From an optimization exercise on the open Yosys and OpenROAD flow, aimed at small area, a short achievable clock period and few clock cycles; shortcuts taken in it are not production practice. In this exercise RTL edits were held to simulation tests only and were not proved equivalent to the original.

==> run E: inputs <==
// yuv_encoder
module yuv_encoder (
    input  wire        clk,
    input  wire        rst,
    input  wire        reg_we,
    input  wire [3:0]  reg_addr,
    input  wire [31:0] reg_wdata,
    output reg  [31:0] reg_rdata,
    output reg         mem_req,
    output reg         mem_we,
    output wire [31:0] mem_addr,
    output reg  [7:0]  mem_wdata,
    input  wire [7:0]  mem_rdata,
    input  wire        mem_ready
);
make LEC_CHECK=0 ABC_AREA=1 CAP_MARGIN=20 CORE_MARGIN=2 CORE_UTILIZATION=50 SLEW_MARGIN=20 finish   # period 25.0 ns
run.sh (not shown) runs the stock make flow with config.mk's settings and CLKGATE_MAP_FILE= SYNTH_SCRIPT=/design/flow/synth_recipe.tcl, a recipe that flattens the netlist after the stock synthesis.
==> run C: changes against run E <==
--- a/flow/design.v
+++ b/flow/design.v
@@ -188,25 +188,31 @@
     reg [4:0] hmsb;
     integer   hi;
     always @(*) begin
         hmsb = 5'd0;
         for (hi = 0; hi < 31; hi = hi + 1)
             if (height_r[hi]) hmsb = hi[4:0];
     end
-    wire hasc1   = |xc[30:1];                   
-    wire lastblk = !(|xc[30:2] || (xc[1] && xc[0]));    
-    wire hasbot  = |yc[30:1];                   
+    wire hasc1_c   = |xc[30:1];                         
+    wire lastblk_c = !(|xc[30:2] || (xc[1] && xc[0]));  
+    wire hasbot_c  = |yc[30:1];                         
+    reg  hasc1, lastblk, hasbot;
+    always @(posedge clk) begin
+        hasc1   <= hasc1_c;
+        lastblk <= lastblk_c;
+        hasbot  <= hasbot_c;
+    end
     wire ordt    = hasbot && lastblk;           
-    wire [30:0] xc_dec = hasc1 ? {xc[30:1] - 30'd1, xc[0]} : 31'd0;
+    wire [30:0] xc_dec = hasc1_c ? {xc[30:1] - 30'd1, xc[0]} : 31'd0;
     wire [30:0] yc_d   = yc - {29'd0, planar, !planar};
-    wire [30:0] yc_p   = hasbot ? yc_d : 31'd0;
+    wire [30:0] yc_p   = hasbot_c ? yc_d : 31'd0;
     wire        w_le2  = !(|jw[30:2] || (jw[1] && jw[0]));
-    wire [30:0] yc_nb  = lastblk ? yc_p : yc;
+    wire [30:0] yc_nb  = lastblk_c ? yc_p : yc;
     wire        nb_bot = |yc_nb[30:1];
-    wire        nb_lst = lastblk ? w_le2 : !(|xc_dec[30:2] || (xc_dec[1] && xc_dec[0]));
+    wire        nb_lst = lastblk_c ? w_le2 : !(|xc_dec[30:2] || (xc_dec[1] && xc_dec[0]));
     wire [4:0]  nb_seg = (nb_bot && !nb_lst) ? S_BR : S_TR;
     wire        j_bot  = |yc[30:1];
     wire [4:0]  j_seg  = !planar ? S_CRD : ((j_bot && !w_le2) ? S_BR : S_TR);
     wire [14:0] cny, cnu;
     wire [17:0] cnv;
     wire [7:0]  ty, tu, tv;
     wire [14:0] pny, pnu;
@@ -290,15 +296,15 @@
     reg [4:0] nseg;
     reg       blk_end;
     always @(*) begin
         nseg = S_IDLE;
         blk_end = 1'b0;
         case (state)
             S_CRD: nseg = alpha ? S_CWR : S_CW0;
-            S_CW0: nseg = job_end ? S_CWR : S_CPR;
+            S_CW0: nseg = job_end_r ? S_CWR : S_CPR;
             S_CPR: nseg = S_CWR;
             S_CWR: blk_end = 1'b1;
             S_BR:  nseg = alpha ? S_BA : (ordt ? S_TY : S_TR);
             S_BA:  nseg = ordt ? S_TY : S_TR;
             S_TR:  nseg = alpha ? S_TA : (ordt ? S_BR : (hasbot ? S_BY : S_TY));
             S_TA:  nseg = ordt ? S_BR : (hasbot ? S_BY : S_TY);
             S_BY:  nseg = ordt ? S_U : S_TY;
@@ -307,16 +313,22 @@
             S_V:   if (ordt) blk_end = 1'b1; else nseg = S_U;
             default: ;
         endcase
     end
     wire upd = ordt ? (state == S_BR || state == S_BY || state == S_BA || state == S_V)
                     : (state == S_TR || state == S_TY || state == S_TA || state == S_U);
     wire row_end  = lastblk;
-    wire job_end  = row_end && (planar ? !(|yc[30:2] || (yc[1] && yc[0])) : (yc == 31'd1));
-    wire [4:0] next_unit = planar ? nb_seg : S_CRD;
+    wire job_end  = lastblk_c && (planar ? !(|yc[30:2] || (yc[1] && yc[0])) : (yc == 31'd1));
+    reg        job_end_r;
+    reg  [4:0] nb_seg_r;
+    always @(posedge clk) begin
+        job_end_r <= job_end;
+        nb_seg_r  <= nb_seg;
+    end
+    wire [4:0] next_unit = planar ? nb_seg_r : S_CRD;
     wire [3:0] ck_n = (state == S_CMP) ? ck + 4'd1 : 4'd0;
     reg  [1:0] ci, cj;
     always @(*) begin
         case (ck_n)
             4'd0:  begin ci = 2'd0; cj = 2'd1; end
             4'd1:  begin ci = 2'd1; cj = 2'd0; end
             4'd2:  begin ci = 2'd0; cj = 2'd2; end
@@ -579,15 +591,15 @@
                             clru <= 1'b1;
                             clrv <= 1'b1;
                             pre <= 1'b0;
                             if (!planar && pre) bc <= 2'd1;
                             xc  <= row_end ? jw : xc_dec;
                             if (row_end)
                                 yc <= yc_p | (planar ? 31'd0 : yc_d);
-                            if (job_end) begin
+                            if (job_end_r) begin
                                 st_busy <= 1'b0;
                                 st_done <= 1'b1;
                                 state   <= S_IDLE;
                             end else
                                 state <= next_unit;
                         end else
                             state <= nseg;
==> flow/flow/run.sh (new file) <==
#!/bin/bash
# Layout: the standard flow (standard.sh, all steps unchanged), except that
# the buffers that placement puts on every input and output port are
# sky130_fd_sc_hd__buf_4 instead of the resizer's default choice.
# The whole output of the standard flow goes to standard.log in this folder.
set -o pipefail
export BUFFER_PORTS_ARGS="-buffer_cell sky130_fd_sc_hd__buf_4"
bash standard.sh > standard.log 2>&1
==> flow/standard.sh (new file) <==
#!/bin/bash
# synth_recipe.tcl (not shown) runs the flow's synth.tcl, then flattens the netlist and writes it again
# the make line also repeats each setting of config.mk as NAME=value (left out here)
make -C /OpenROAD-flow-scripts/flow DESIGN_CONFIG=/design/flow/config.mk WORK_HOME=/design/flow/orfs CLKGATE_MAP_FILE= SYNTH_SCRIPT=/design/flow/synth_recipe.tcl "${@:-finish}"
- SLEW_MARGIN: 20 -> 80
removed: flow/run.sh
==> run X: changes against run E <==
--- a/flow/design.v
+++ b/flow/design.v
@@ -290,15 +290,15 @@
     reg [4:0] nseg;
     reg       blk_end;
     always @(*) begin
         nseg = S_IDLE;
         blk_end = 1'b0;
         case (state)
             S_CRD: nseg = alpha ? S_CWR : S_CW0;
-            S_CW0: nseg = job_end ? S_CWR : S_CPR;
+            S_CW0: nseg = job_end_r ? S_CWR : S_CPR;
             S_CPR: nseg = S_CWR;
             S_CWR: blk_end = 1'b1;
             S_BR:  nseg = alpha ? S_BA : (ordt ? S_TY : S_TR);
             S_BA:  nseg = ordt ? S_TY : S_TR;
             S_TR:  nseg = alpha ? S_TA : (ordt ? S_BR : (hasbot ? S_BY : S_TY));
             S_TA:  nseg = ordt ? S_BR : (hasbot ? S_BY : S_TY);
             S_BY:  nseg = ordt ? S_U : S_TY;
@@ -308,15 +308,21 @@
             default: ;
         endcase
     end
     wire upd = ordt ? (state == S_BR || state == S_BY || state == S_BA || state == S_V)
                     : (state == S_TR || state == S_TY || state == S_TA || state == S_U);
     wire row_end  = lastblk;
     wire job_end  = row_end && (planar ? !(|yc[30:2] || (yc[1] && yc[0])) : (yc == 31'd1));
-    wire [4:0] next_unit = planar ? nb_seg : S_CRD;
+    reg        job_end_r;
+    reg  [4:0] nb_seg_r;
+    always @(posedge clk) begin
+        job_end_r <= job_end;
+        nb_seg_r  <= nb_seg;
+    end
+    wire [4:0] next_unit = planar ? nb_seg_r : S_CRD;
     wire [3:0] ck_n = (state == S_CMP) ? ck + 4'd1 : 4'd0;
     reg  [1:0] ci, cj;
     always @(*) begin
         case (ck_n)
             4'd0:  begin ci = 2'd0; cj = 2'd1; end
             4'd1:  begin ci = 2'd1; cj = 2'd0; end
             4'd2:  begin ci = 2'd0; cj = 2'd2; end
@@ -579,15 +585,15 @@
                             clru <= 1'b1;
                             clrv <= 1'b1;
                             pre <= 1'b0;
                             if (!planar && pre) bc <= 2'd1;
                             xc  <= row_end ? jw : xc_dec;
                             if (row_end)
                                 yc <= yc_p | (planar ? 31'd0 : yc_d);
-                            if (job_end) begin
+                            if (job_end_r) begin
                                 st_busy <= 1'b0;
                                 st_done <= 1'b1;
                                 state   <= S_IDLE;
                             end else
                                 state <= next_unit;
                         end else
                             state <= nseg;
==> flow/flow/run.sh (new file) <==
#!/bin/bash
# Layout: the standard flow (standard.sh, all steps unchanged), except that
# the buffers that placement puts on every input and output port are
# sky130_fd_sc_hd__buf_4 instead of the resizer's default choice.
# The whole output of the standard flow goes to standard.log in this folder.
set -o pipefail
export BUFFER_PORTS_ARGS="-buffer_cell sky130_fd_sc_hd__buf_4"
bash standard.sh > standard.log 2>&1
==> flow/standard.sh (new file) <==
#!/bin/bash
# synth_recipe.tcl (not shown) runs the flow's synth.tcl, then flattens the netlist and writes it again
# the make line also repeats each setting of config.mk as NAME=value (left out here)
make -C /OpenROAD-flow-scripts/flow DESIGN_CONFIG=/design/flow/config.mk WORK_HOME=/design/flow/orfs CLKGATE_MAP_FILE= SYNTH_SCRIPT=/design/flow/synth_recipe.tcl "${@:-finish}"
- CTS_BUF_LIST: unset -> sky130_fd_sc_hd__clkbuf_8
- CTS_CLUSTER_SIZE: unset -> 24
removed: flow/run.sh
==> notes <==
In run C the global-route usage is lower than in run X, by 2.0 points.
In run C the fmax is larger than in run E, by about 10%.
Clock skew: run E < run C < run X.
Worst hold slack: run E > run C > run X.
Testbench counts of run E, summed over its fixed seeds: cycles 151,768.
Testbench counts of run C, summed over its fixed seeds: cycles 151,768.
Testbench counts of run X, summed over its fixed seeds: cycles 151,768.

========
==> job 2451 <==
Another version of the RTL of yuv_encoder (not shown whole).
==> flow/config.mk <==
export PLATFORM = sky130hd
export DESIGN_NAME = yuv_encoder
export DESIGN_NICKNAME = yuv_encoder
export VERILOG_FILES = /design/flow/design.v
export SDC_FILE = /design/flow/constraint.sdc
export NUM_CORES = 4
export LEC_CHECK = 0
export CAP_MARGIN = 20
export CORE_MARGIN = 2
export CORE_UTILIZATION = 25
export SLEW_MARGIN = 20
==> flow/constraint.sdc <==
create_clock -name core_clock -period 25.0 [get_ports {clk}]
set_input_delay 5.0000 -clock core_clock [delete_from_list [all_inputs] [get_ports {clk}]]
set_output_delay 5.0000 -clock core_clock [all_outputs]
set_load 0.01 [all_outputs]
Stock flow here: none of the scripts above is used.
==> inputs of job 9880, as changes to job 2451 <==
--- a/flow/design.v
+++ b/flow/design.v
@@ -1,69 +1,57 @@
-module yuv_ct_num (
-    input  wire [7:0]  r,
-    input  wire [7:0]  g,
-    input  wire [7:0]  b,
-    output wire [14:0] ny,
-    output wire [14:0] nu,
-    output wire [17:0] nv
+module yuv_ct (
+    input  wire [7:0] r,
+    input  wire [7:0] g,
+    input  wire [7:0] b,
+    output wire [7:0] y,
+    output wire [7:0] u,
+    output wire [7:0] v
 );
     wire [17:0] R = r, G = g, B = b;
     wire [21:0] R2 = r, G2 = g, B2 = b;
-    wire [17:0] sy = (R << 8) + (R << 5) + (R << 3) + (R << 2) - R
+    wire [17:0] ny = (R << 8) + (R << 5) + (R << 3) + (R << 2) - R
                    + (G << 9) + (G << 6) + (G << 3) + (G << 1) + G
                    + (B << 7) - (B << 4) + (B << 1);
-    wire [17:0] su = 18'd128000 + (B << 9) - (B << 4) + (B << 2) - B
+    wire [17:0] nu = 18'd128000 + (B << 9) - (B << 4) + (B << 2) - B
                    - ((R << 7) + (R << 5) + (R << 3) + R)
                    - ((G << 8) + (G << 6) + (G << 3) + (G << 1) + G);
-    wire [21:0] sv = 22'd1280000 + (R2 << 12) + (R2 << 10) - (R2 << 7) - (R2 << 1)
+    wire [21:0] nv = 22'd1280000 + (R2 << 12) + (R2 << 10) - (R2 << 7) - (R2 << 1)
                    - ((G2 << 12) + (G2 << 6) + (G2 << 4) + (G2 << 2))
                    - ((B2 << 9) + (B2 << 8) + (B2 << 5) + (B2 << 4) - (B2 << 2) + B2);
-    assign ny = sy[17:3];
-    assign nu = su[17:3];
-    assign nv = sv[21:4];
-endmodule
-module yuv_ct_div (
-    input  wire [14:0] ny,
-    input  wire [14:0] nu,
-    input  wire [17:0] nv,
-    output wire [7:0]  y,
-    output wire [7:0]  u,
-    output wire [7:0]  v
-);
     function [7:0] d125(input [14:0] n);
         reg [7:0] rm;
-        reg [6:0] t;
-        reg       q;
-        integer   i;
+        integer i;
         begin
             rm = {1'b0, n[14:8]};
             for (i = 7; i >= 0; i = i - 1) begin
                 rm = {rm[6:0], n[i]};
-                q  = rm[7] | (&rm[6:2] & (rm[1] | rm[0]));
-                t  = rm[6:0] + 7'd3;           
-                d125[i] = q;
-                rm = q ? {1'b0, t} : rm;
+                if (rm >= 8'd125) begin
+                    d125[i] = 1'b1;
+                    rm = rm - 8'd125;
+                end else
+                    d125[i] = 1'b0;
             end
         end
     endfunction
     function [7:0] d625(input [17:0] n);
         reg [10:0] rm;
-        reg [11:0] t;
-        integer    i;
+        integer i;
         begin
             rm = {1'b0, n[17:8]};
             for (i = 7; i >= 0; i = i - 1) begin
                 rm = {rm[9:0], n[i]};
-                t  = {1'b0, rm} + 12'd1423;    
-                d625[i] = t[11];
-                if (t[11]) rm = t[10:0];
+                if (rm >= 11'd625) begin
+                    d625[i] = 1'b1;
+                    rm = rm - 11'd625;
+                end else
+                    d625[i] = 1'b0;
             end
         end
     endfunction
-    assign y = d125(ny);
-    assign u = d125(nu);
-    assign v = d625(nv);
+    assign y = d125(ny[17:3]);
+    assign u = d125(nu[17:3]);
+    assign v = d625(nv[21:4]);
 endmodule
 module yuv_encoder (
     input  wire        clk,
     input  wire        rst,
     input  wire        reg_we,
@@ -108,18 +96,13 @@
     reg        ovf;
     reg [3:0]  ck;
     reg        cf, rfail, ofail;
     reg [1:0]  bc;           
     reg        px;           
-    reg [7:0]  rr, gr, br, a0, a1;
-    reg [7:0]  y00, y01, y10, y11;   
+    reg [7:0]  rr, gr, br, a0, a1, y0, y1;
     reg [9:0]  su, sv;
-    reg        clr;
-    reg [14:0] nyr, nur;
-    reg [17:0] nvr;
-    reg        tf1, tf2;
-    reg [1:0]  tg1, tg2;             
+    reg        tf, tfpx, clr;
     wire alpha  = jvar[0];
     wire planar = jvar[1];
     wire        okdone = st_done & ~st_err;
     wire [1:0]  nout   = okdone ? (jvar[1] ? (jvar[0] ? 2'd3 : 2'd2) : 2'd1) : 2'd0;
     wire [11:0] kinds  = !okdone ? 12'h000 :
@@ -163,47 +146,43 @@
     wire        nb_bot = |yc_nb[30:1];
     wire        nb_lst = lastblk ? w_le2 : !(|xc_dec[30:2] || (xc_dec[1] && xc_dec[0]));
     wire [3:0]  nb_seg = (nb_bot && !nb_lst) ? S_BR : S_TR;
     wire        j_bot  = |yc[30:1];
     wire [3:0]  j_seg  = !planar ? S_CRD : ((j_bot && !w_le2) ? S_BR : S_TR);
-    wire [14:0] cny, cnu;
-    wire [17:0] cnv;
-    wire [7:0]  ty, tu, tv;
-    yuv_ct_num ctn (.r(rr), .g(gr), .b(br), .ny(cny), .nu(cnu), .nv(cnv));
-    yuv_ct_div ctd (.ny(nyr), .nu(nur), .nv(nvr), .y(ty), .u(tu), .v(tv));
+    wire [7:0] ty, tu, tv;
+    yuv_ct ct (.r(rr), .g(gr), .b(br), .y(ty), .u(tu), .v(tv));
     wire [1:0] ws  = planar ? ({1'b0, !hasc1} + {1'b0, !hasbot}) : (hasc1 ? 2'd1 : 2'd2);
     wire [9:0] tuw = {2'b00, tu} << ws;
     wire [9:0] tvw = {2'b00, tv} << ws;
     wire [9:0] su0 = clr ? 10'd0 : su;
     wire [9:0] sv0 = clr ? 10'd0 : sv;
     wire [10:0] suq = {1'b0, su} + 11'd2;
     wire [10:0] svq = {1'b0, sv} + 11'd2;
     wire [7:0] uq = suq[9:2];
     wire [7:0] vq = svq[9:2];
-    wire [7:0] y1e = hasc1 ? y01 : y00;
+    wire [7:0] y1e = hasc1 ? y1 : y0;
     wire [7:0] a1e = hasc1 ? a1 : a0;
     wire rd_seg  = (state == S_CRD) || (state == S_BR) || (state == S_TR);
     wire wr_seg  = (state == S_CWR) || (state == S_BY) || (state == S_BA) ||
                    (state == S_TY) || (state == S_TA) || (state == S_U) || (state == S_V);
     wire y_seg   = (state == S_BY) || (state == S_TY);
     wire lastb   = alpha ? (bc == 2'd3) : (bc == 2'd2);
     wire pxlast  = px || !hasc1;                
     wire seg_end = rd_seg ? (lastb && pxlast) :
-                   (state == S_CWR) ? (bc == (alpha ? 2'd2 : 2'd3)) :
+                   (state == S_CWR) ? (bc == 2'd3) :
                    (state == S_U || state == S_V) ? 1'b1 : pxlast;
-    wire [1:0] wtag = (state == S_CWR) ? {1'b0, (bc == 2'd1) && hasc1} : {state == S_BY, px};
-    wire any_tf = tf1 || tf2;
-    wire tag_tf = (tf1 && tg1 == wtag) || (tf2 && tg2 == wtag);
     reg stall;
     always @(*) begin
         stall = 1'b0;
-        if (state == S_CWR)
-            stall = alpha ? (bc != 2'd3 && any_tf) : (bc[1] ? any_tf : tag_tf);
-        else if (y_seg)
-            stall = tag_tf;
-        else if (state == S_U || state == S_V)
-            stall = any_tf;
+        if (tf) begin
+            if (state == S_CWR)
+                stall = !(!alpha && bc == 2'd0 && tfpx);
+            else if (y_seg)
+                stall = (tfpx == px);
+            else if (state == S_U || state == S_V)
+                stall = 1'b1;
+        end
     end
     always @(*) begin
         mem_req = (rd_seg || wr_seg) && !stall;
         mem_we  = wr_seg;
     end
@@ -212,25 +191,24 @@
     always @(*) begin
         case (state)
             S_CWR: begin
                 if (!alpha)
                     case (bc)
-                        2'd0: mem_wdata = y00;
+                        2'd0: mem_wdata = y0;
                         2'd1: mem_wdata = y1e;
                         2'd2: mem_wdata = uq;
                         default: mem_wdata = vq;
                     endcase
                 else
                     case (bc)
-                        2'd0: mem_wdata = {y00[7:2], uq[7:6]};
+                        2'd0: mem_wdata = {y0[7:2], uq[7:6]};
                         2'd1: mem_wdata = {y1e[7:2], vq[7:6]};
                         2'd2: mem_wdata = {uq[5:2], vq[5:2]};
                         default: mem_wdata = {a0[7:4], a1e[7:4]};
                     endcase
             end
-            S_BY:       mem_wdata = px ? y11 : y10;
-            S_TY:       mem_wdata = px ? y01 : y00;
+            S_BY, S_TY: mem_wdata = px ? y1 : y0;
             S_BA, S_TA: mem_wdata = px ? a1 : a0;
             S_U:        mem_wdata = uq;
             default:    mem_wdata = vq;
         endcase
     end
@@ -240,16 +218,16 @@
         nseg = S_IDLE;
         blk_end = 1'b0;
         case (state)
             S_CRD: nseg = S_CWR;
             S_CWR: blk_end = 1'b1;
-            S_BR:  nseg = alpha ? S_BA : (ordt ? S_TY : S_TR);
-            S_BA:  nseg = ordt ? S_TY : S_TR;
-            S_TR:  nseg = alpha ? S_TA : (ordt ? S_BR : (hasbot ? S_BY : S_TY));
-            S_TA:  nseg = ordt ? S_BR : (hasbot ? S_BY : S_TY);
-            S_BY:  nseg = ordt ? S_U : S_TY;
-            S_TY:  nseg = ordt ? S_BY : S_V;
+            S_BR:  nseg = S_BY;
+            S_BY:  nseg = alpha ? S_BA : (ordt ? S_U : S_TR);
+            S_BA:  nseg = ordt ? S_U : S_TR;
+            S_TR:  nseg = S_TY;
+            S_TY:  nseg = alpha ? S_TA : (ordt ? S_BR : S_V);
+            S_TA:  nseg = ordt ? S_BR : S_V;
             S_U:   if (ordt) nseg = S_V; else blk_end = 1'b1;
             S_V:   if (ordt) blk_end = 1'b1; else nseg = S_U;
             default: ;
         endcase
     end
@@ -288,11 +266,11 @@
     reg  [31:0] add_a;
     reg  [32:0] add_b;
     reg         add_c;
     reg  [3:0]  lseg;      
     always @(*) begin
-        lseg = (state == S_GO) ? j_seg : (seg_end ? (blk_end ? next_unit : nseg) : S_TY);
+        lseg = (state == S_GO) ? j_seg : (seg_end ? (blk_end ? next_unit : nseg) : state);
     end
     always @(*) begin
         add_a = 32'd0;
         add_b = 33'd0;
         add_c = 1'b0;
@@ -323,11 +301,11 @@
                     S_BR:  begin add_a = ps;  add_b = {jw, 2'b00}; end
                     S_TR:  add_a = ps;
                     S_CRD: add_a = ps;
                     S_BY:  begin add_a = pd0; add_b = {2'b00, jw}; end
                     S_TY:  add_a = pd0;
-                    S_CWR: begin add_a = pd0; add_b = {31'd0, alpha, alpha}; end
+                    S_CWR: add_a = pd0;
                     S_BA:  begin add_a = pd2; add_b = {2'b00, jw}; end
                     S_TA:  add_a = pd2;
                     S_U:   add_a = pd1;
                     default: begin add_a = pd1; add_b = {3'b000, jw[30:1]}; add_c = jw[0]; end
                 endcase
@@ -335,12 +313,11 @@
         endcase
     end
     wire [33:0] sum = {2'b00, add_a} + {1'b0, add_b} + {33'd0, add_c};
     wire rng_ok = !sum[33] && (!sum[32] || (sum[31:0] == 32'd0));
     wire le_j   = (sum[33:32] == 2'b00) && (sum[31:0] <= base_j);
-    wire        inc2   = rd_seg ? (bc == 2'd2 && !alpha) : (state == S_CWR && alpha && bc == 2'd2);
-    wire        midld  = (state == S_CWR) && alpha && (bc == 2'd3);
+    wire        inc2   = rd_seg && (bc == 2'd2) && !alpha;
     wire [31:0] ma_inc = ma + {30'd0, inc2, !inc2};
     always @(posedge clk) begin
         if (rst) begin
             variant_r <= 32'd0;
             width_r   <= 32'd0;
@@ -352,12 +329,11 @@
             st_busy   <= 1'b0;
             st_done   <= 1'b0;
             st_err    <= 1'b0;
             st_code   <= 3'd0;
             state     <= S_IDLE;
-            tf1       <= 1'b0;
-            tf2       <= 1'b0;
+            tf        <= 1'b0;
         end else begin
             if (reg_we) begin
                 case (reg_addr)
                     4'd4:  variant_r <= reg_wdata;
                     4'd5:  width_r   <= reg_wdata;
@@ -367,26 +343,13 @@
                     4'd9:  dst1_r    <= reg_wdata;
                     4'd10: dst2_r    <= reg_wdata;
                     default: ;
                 endcase
             end
-            tf1 <= xfer && rd_seg && (bc == 2'd2);
-            tg1 <= {state == S_BR, px};
-            tf2 <= tf1;
-            tg2 <= tg1;
-            if (tf1) begin
-                nyr <= cny;
-                nur <= cnu;
-                nvr <= cnv;
-            end
-            if (tf2) begin
-                case (tg2)
-                    2'd0: y00 <= ty;
-                    2'd1: y01 <= ty;
-                    2'd2: y10 <= ty;
-                    default: y11 <= ty;
-                endcase
+            tf <= xfer && rd_seg && (bc == 2'd2);
+            if (tf) begin
+                if (tfpx) y1 <= ty; else y0 <= ty;
                 su  <= su0 + tuw;
                 sv  <= sv0 + tvw;
                 clr <= 1'b0;
             end
             case (state)
@@ -471,18 +434,15 @@
                 if (xfer) begin
                     if (rd_seg) begin
                         case (bc)
                             2'd0: rr <= mem_rdata;
                             2'd1: gr <= mem_rdata;
-                            2'd2: br <= mem_rdata;
+                            2'd2: begin br <= mem_rdata; tfpx <= px; end
                             default: if (px) a1 <= mem_rdata; else a0 <= mem_rdata;
                         endcase
                     end
-                    if (midld) begin
-                        ma <= sum[31:0];
-                        bc <= 2'd0;
-                    end else if (!seg_end) begin
+                    if (!seg_end) begin
                         ma <= ma_inc;
                         if (rd_seg) begin
                             if (lastb) begin
                                 bc <= 2'd0;
                                 px <= 1'b1;
@@ -491,11 +451,11 @@
                         end else if (state == S_CWR)
                             bc <= bc + 2'd1;
                         else
                             px <= 1'b1;
                     end else begin
-                        bc <= (state == S_CRD && alpha) ? 2'd3 : 2'd0;
+                        bc <= 2'd0;
                         px <= 1'b0;
                         ma <= sum[31:0];
                         if (!planar) begin
                             if (state == S_CRD) ps  <= ma_inc;
                             else                pd0 <= ma_inc;
==> qor summary <==
quantity	job 9880	job 2451
Shortest period the worst path allows	19030 ps	14200 ps
Run status	no timing/DRC/antenna violations	no timing/DRC/antenna violations
Hold Crit Start	variant_r[1]	tg1[0]
Post-synth EDFFs	349	416
Max Fclk	52.54 MHz	70.41 MHz
CTS sink cnt	588	656
CP required	25420 ps	25640 ps
Clock network contribution to total cell area	3.856%	4.097%
Master of the slowest instance on the critical path	sky130_fd_sc_hd__edfxtp_1	sky130_fd_sc_hd__a21oi_1
Area of the mapped netlist	54900 um2	56370 um2
Crit path setup slack, layout	5966 ps	10800 ps
Crit path buf inv count	8	2
Area share of fa/ha/maj cells after synthesis	15.62%	15.47%
Area after detailed placement	59220 um2	60930 um2
Area share of the largest cell type after synthesis	19.09%	22.16%
Testbench counts of job 2451, summed over its fixed seeds: cycles 154,834.
Testbench counts of job 9880, summed over its fixed seeds: cycles 151,419.

-- afterwards: timing with drivers on the ports --
The flow's constraints put no driver on any port. The routed layouts listed below were extracted and timed again, unchanged, in two steps.
Step 1 sets driving cells, clkbuf_16 on the clock port and buf_2 on the other inputs (assumed; they add their load-dependent delay and slew).
Step 2 also shifts input and output timing later by t, the mid clock arrival at the registers, as if the neighbouring blocks saw the same clock.
Slacks: ideal / step 1 / step 2; pairs: ideal / step 1.
run | t (ns) | setup slack, ns | worst setup path at the end | slew at the worst register clock pin (ns)
run E | 0.748 | 11.554 / 11.529 / 11.529 | input to output | 0.07 / 0.07
run C | 0.756 | 12.813 / 12.791 / 12.791 | input to output | 0.07 / 0.07
run X | 0.880 | 11.703 / 11.683 / 11.683 | input to output | 0.07 / 0.07
job 2451 | 0.781 | 10.798 / 10.798 / 10.798 | register to register | 0.07 / 0.07
job 9880 | 0.745 | 5.966 / 5.966 / 5.966 | register to register | 0.07 / 0.07
After both steps setup and hold are still met in every run listed. For run E, which loses most, drivers alone change the setup slack by -0.025 ns; drivers and shift together by -0.025 ns.
